Background: an optimization exercise with open tools, aiming at small area, a short achievable clock period and few clock cycles per item. Do not read the settings as production practice.
RTL that was checked went through simulation tests only; none was proved equivalent to the original.
Power figures rest on the tool's default switching activity, not on a simulated workload.

// bcmseq
module bcmseq #(
    parameter [15:0] BASE_LOOP_TICKS = 16'd8,
    parameter [15:0] CALL_OVERHEAD   = 16'd2,
    parameter [15:0] FIRST_INTERVAL  = 16'd100
) (
    input  wire        clk,
    input  wire        rst,
    input  wire        cmd_valid,
    input  wire [51:0] cmd,
    output reg         cmd_ready,
    output reg         rsp_valid,
    output wire [7:0]  rsp,
    input  wire [1:0]  rot,
    output reg         hm_en,
    output reg         hm_we,
    output reg  [10:0] hm_addr,
    output wire [7:0]  hm_wdata,
    input  wire [7:0]  hm_rdata,
    output reg         sm_en,
    output reg  [10:0] sm_addr,
    input  wire [7:0]  sm_rdata,
    output reg         tmr_load,
    output wire [15:0] tmr_period,
    output reg         tmr_stop,
    input  wire        tmr_expire,
    output reg         p_blank,
    output reg         p_lat,
    output reg         p_clk,
    output reg  [3:0]  p_addr,
    output reg  [5:0]  p_data
);
Settings: LEC_CHECK=0, CAP_MARGIN=20, CORE_MARGIN=2, CORE_UTILIZATION=40, CTS_BUF_LIST=sky130_fd_sc_hd__clkbuf_8, CTS_CLUSTER_SIZE=20, SETUP_SLACK_MARGIN=3.5, SLEW_MARGIN=20, BUFFER_PORTS_ARGS=-buffer_cell sky130_fd_sc_hd__buf_1; clock period 6.0 ns.
standard.sh (not shown) runs the stock make flow with config.mk's settings and CLKGATE_MAP_FILE= SYNTH_SCRIPT=/design/flow/synth_recipe.tcl, a recipe that flattens the netlist after the stock synthesis.
==> flow/flow/run.sh <==
#!/bin/bash
# Standard layout, with the port buffers that buffer_ports inserts made
# sky130_fd_sc_hd__buf_1 (the resizer may still size them up) instead of the
# delay cell it picks by default. Every port still gets its own buffer.
set -euo pipefail
echo 'export BUFFER_PORTS_ARGS = -buffer_cell sky130_fd_sc_hd__buf_1' >> config.mk
bash standard.sh > standard_flow.log 2>&1
Next try:
--- a/flow/design.v
+++ b/flow/design.v
@@ -163,16 +163,15 @@
     wire n_fz   = (run & (c == 5'd30) & p0) | (~run & pending & active) |
                   (fz & ~p_lat & ~((dec | ~run) & ~take));
     wire n_run  = take | (run & ~(wrap & ~go));
     reg [10:0] n_ha;
     always @(*) begin
         n_ha = ha;
         if (h_idle) begin
-            n_ha = {back ^ (op[2] & op[1] & ~op[0]),
-                    (op[3] | op[2] | ~op[1]) ? cx[9:0] : {2'b0, ry[2:0], rx}};
+            n_ha = {back ^ op_copy, op_px ? {2'b0, ry[2:0], rx} : cx[9:0]};
         end else if (st_pa) begin
             n_ha[9:5] = band_hi(ha[7:5], 2'd0);
         end else begin
             if ((go_fill & off_last) | ((go_rd | go_wr) & is_cp))
                 n_ha[10] = ~ha[10];
             if (go_fill)
                 n_ha[9:0] = off_last ? 10'd0 : off_inc;
@@ -204,17 +203,15 @@
             2'd0:    band_of = {1'b0, nx_p0};
             2'd1:    band_of = 2'd0;
             2'd2:    band_of = 2'd1;
             default: band_of = 2'd2;
         endcase
     endfunction
     wire [5:0] sa_keep = {~back, band_hi(row, band_of(plane, ~p0))};
-    reg  [5:0] sa_adv;
-    always @(posedge clk)
-        sa_adv <= {~(back ^ fswap), band_hi(row_a, band_of(plane_a, 1'b0))};
+    wire [5:0] sa_adv  = {~(back ^ fswap), band_hi(row_a, band_of(plane_a, ~p0))};
     wire [4:0] c_inc   = c ^ {&c[3:0], &c[2:0], &c[1:0], c[0], 1'b1};
     wire [4:0] n_c     = ~run ? 5'd31 : (p0 ? c_inc : c);
     wire n_bor = run & ~p0 & (plane == 2'd0);
     reg [6:2] n_tp;
     always @(*) begin
         if (!active) n_tp = FIRST_INTERVAL[6:2];
         else case (plane)                   
Power shrinks by 13%.
Fmax rises by 1.2%.
Utilization fell by 1.7 points.
Worst setup slack gets better by 0.028 ns.
Non-clock buffer count stays the same.
Sequential power drops by 3.6%.
Flip-flop and latch count fell by 6.
Global-route usage is lower by 0.60 points.
Cell area went down by 3.9%.
Testbench counts after the change, summed over its fixed seeds: cycles 49,192, ticks 768.
No functional check of the RTL was part of the first run of this note.


before:
Another version of the RTL of bcmseq (not shown whole).
For scale: about 680 cells after synthesis, about 110 flip-flops, about 150 I/O pins, ~5400 µm² of cells after synthesis.
export LEC_CHECK = 0
export ABC_AREA = 1
export CAP_MARGIN = 20
export CORE_MARGIN = 2
export CORE_UTILIZATION = 40
export CTS_BUF_LIST = sky130_fd_sc_hd__clkbuf_8
export CTS_CLUSTER_SIZE = 20
export SETUP_SLACK_MARGIN = 3.8
export SLEW_MARGIN = 20
export BUFFER_PORTS_ARGS = -buffer_cell sky130_fd_sc_hd__buf_1
create_clock -name core_clock -period 6.0 [get_ports {clk}]
Scripts as last shown in full above: flow/flow/run.sh
[inputs] after vs before
-- flow/design.v --
<<< before, line 63
    reg [1:0]  plane;        
    reg [2:0]  row;
    reg        h_idle;
    reg        st_pa, st_fill, st_rd, st_cp, st_wr, st_stop;
    reg        bot;          
>>> after, line 63
    reg [1:0]  plane;        
    reg [2:0]  row;
    reg        st_pa, st_fill, st_rd, st_cp, st_wr, st_stop;
    reg        bot;          
<<< before, line 161
    always @(*) begin
        n_ha = ha;
        if (h_idle) begin
            n_ha = {back ^ op_copy, op_px ? {2'b0, ry[2:0], rx} : cx[9:0]};
        end else if (st_pa) begin
>>> after, line 160
    always @(*) begin
        n_ha = ha;
        if (cmd_ready) begin
            n_ha = {back ^ op_copy, op_px ? {2'b0, ry[2:0], rx} : cx[9:0]};
        end else if (st_pa) begin
<<< before, line 216
    always @(posedge clk) begin
        ha <= n_ha;
        if (h_idle) begin
            d       <= {cc[7:1], cc[0] | (swapreq & op[2])};
            p1      <= {cc[2], cc[8],  cc[13]};
>>> after, line 215
    always @(posedge clk) begin
        ha <= n_ha;
        if (cmd_ready) begin
            d       <= {cc[7:1], cc[0] | (swapreq & op[2])};
            p1      <= {cc[2], cc[8],  cc[13]};
<<< before, line 236
        hm_addr <= n_bor ? {~back, band_hi(row, 2'd2), c} : n_ha;
        if (rst) begin
            h_idle    <= 1'b1;
            st_pa     <= 1'b0;
            st_fill   <= 1'b0;
>>> after, line 235
        hm_addr <= n_bor ? {~back, band_hi(row, 2'd2), c} : n_ha;
        if (rst) begin
            st_pa     <= 1'b0;
            st_fill   <= 1'b0;
<<< before, line 250
            tmr_stop  <= 1'b0;
        end else begin
            h_idle    <= n_idle;
            st_pa     <= n_pa;
            st_fill   <= n_fill;
>>> after, line 248
            tmr_stop  <= 1'b0;
        end else begin
            st_pa     <= n_pa;
            st_fill   <= n_fill;
Via density per instance (higher): after
before -> after: worst-skew pair later-pin latency flat
The critical path depth in after was higher than what before gave.
Against before, after comes in 11 ps higher on worst hold margin.
Setup slack in after is smaller than in before.
For signal arrival time at the worst endpoint, after and before come out practically identical.
Clock power share came out higher on after than on before.
After detailed routing, before needs less wire than after.
before → after: clock buffer and inverter area fraction after layout up 0.18 points; number of distinct library cells after synthesis down 1.
Comparing after with before, the die area came out essentially unchanged.
after: wire length the detailed router placed on met1 higher than before
Function was not checked in any run of this note: the RTL went through the layout flow alone.

afterwards: timing with drivers on the ports:
In the flow no input, the clock included, has a driving cell. The finished layouts below were timed again as built, in two steps. Step 1 sets driving cells, clkbuf_16 on the clock port and buf_2 on the other inputs (assumed; they add their load-dependent delay and slew). Step 2 moves the port delays by t, midway between the first and last clock arrival at a register: inputs arrive t later, outputs are due t later. That takes back most of the time a late clock gives input paths. Three values: ideal ports, drivers, drivers and shift; two values: the first two.
run | t, ns | slack for setup (ns) | worst setup path at the end
the first run of note 1 | 0.461 | 3.624 / 3.637 / 3.176 | input to register
the second run of note 1 | 0.419 | 3.652 / 3.664 / 3.245 | input to register
before | 0.422 | 3.825 / 3.788 / 3.490 | input to register
after | 0.410 | 3.811 / 3.774 / 3.493 | input to register
After both steps setup and hold are still met in every run listed. For the first run of note 1, which loses most, drivers alone change the setup slack by +0.013 ns; drivers and shift together by -0.448 ns.
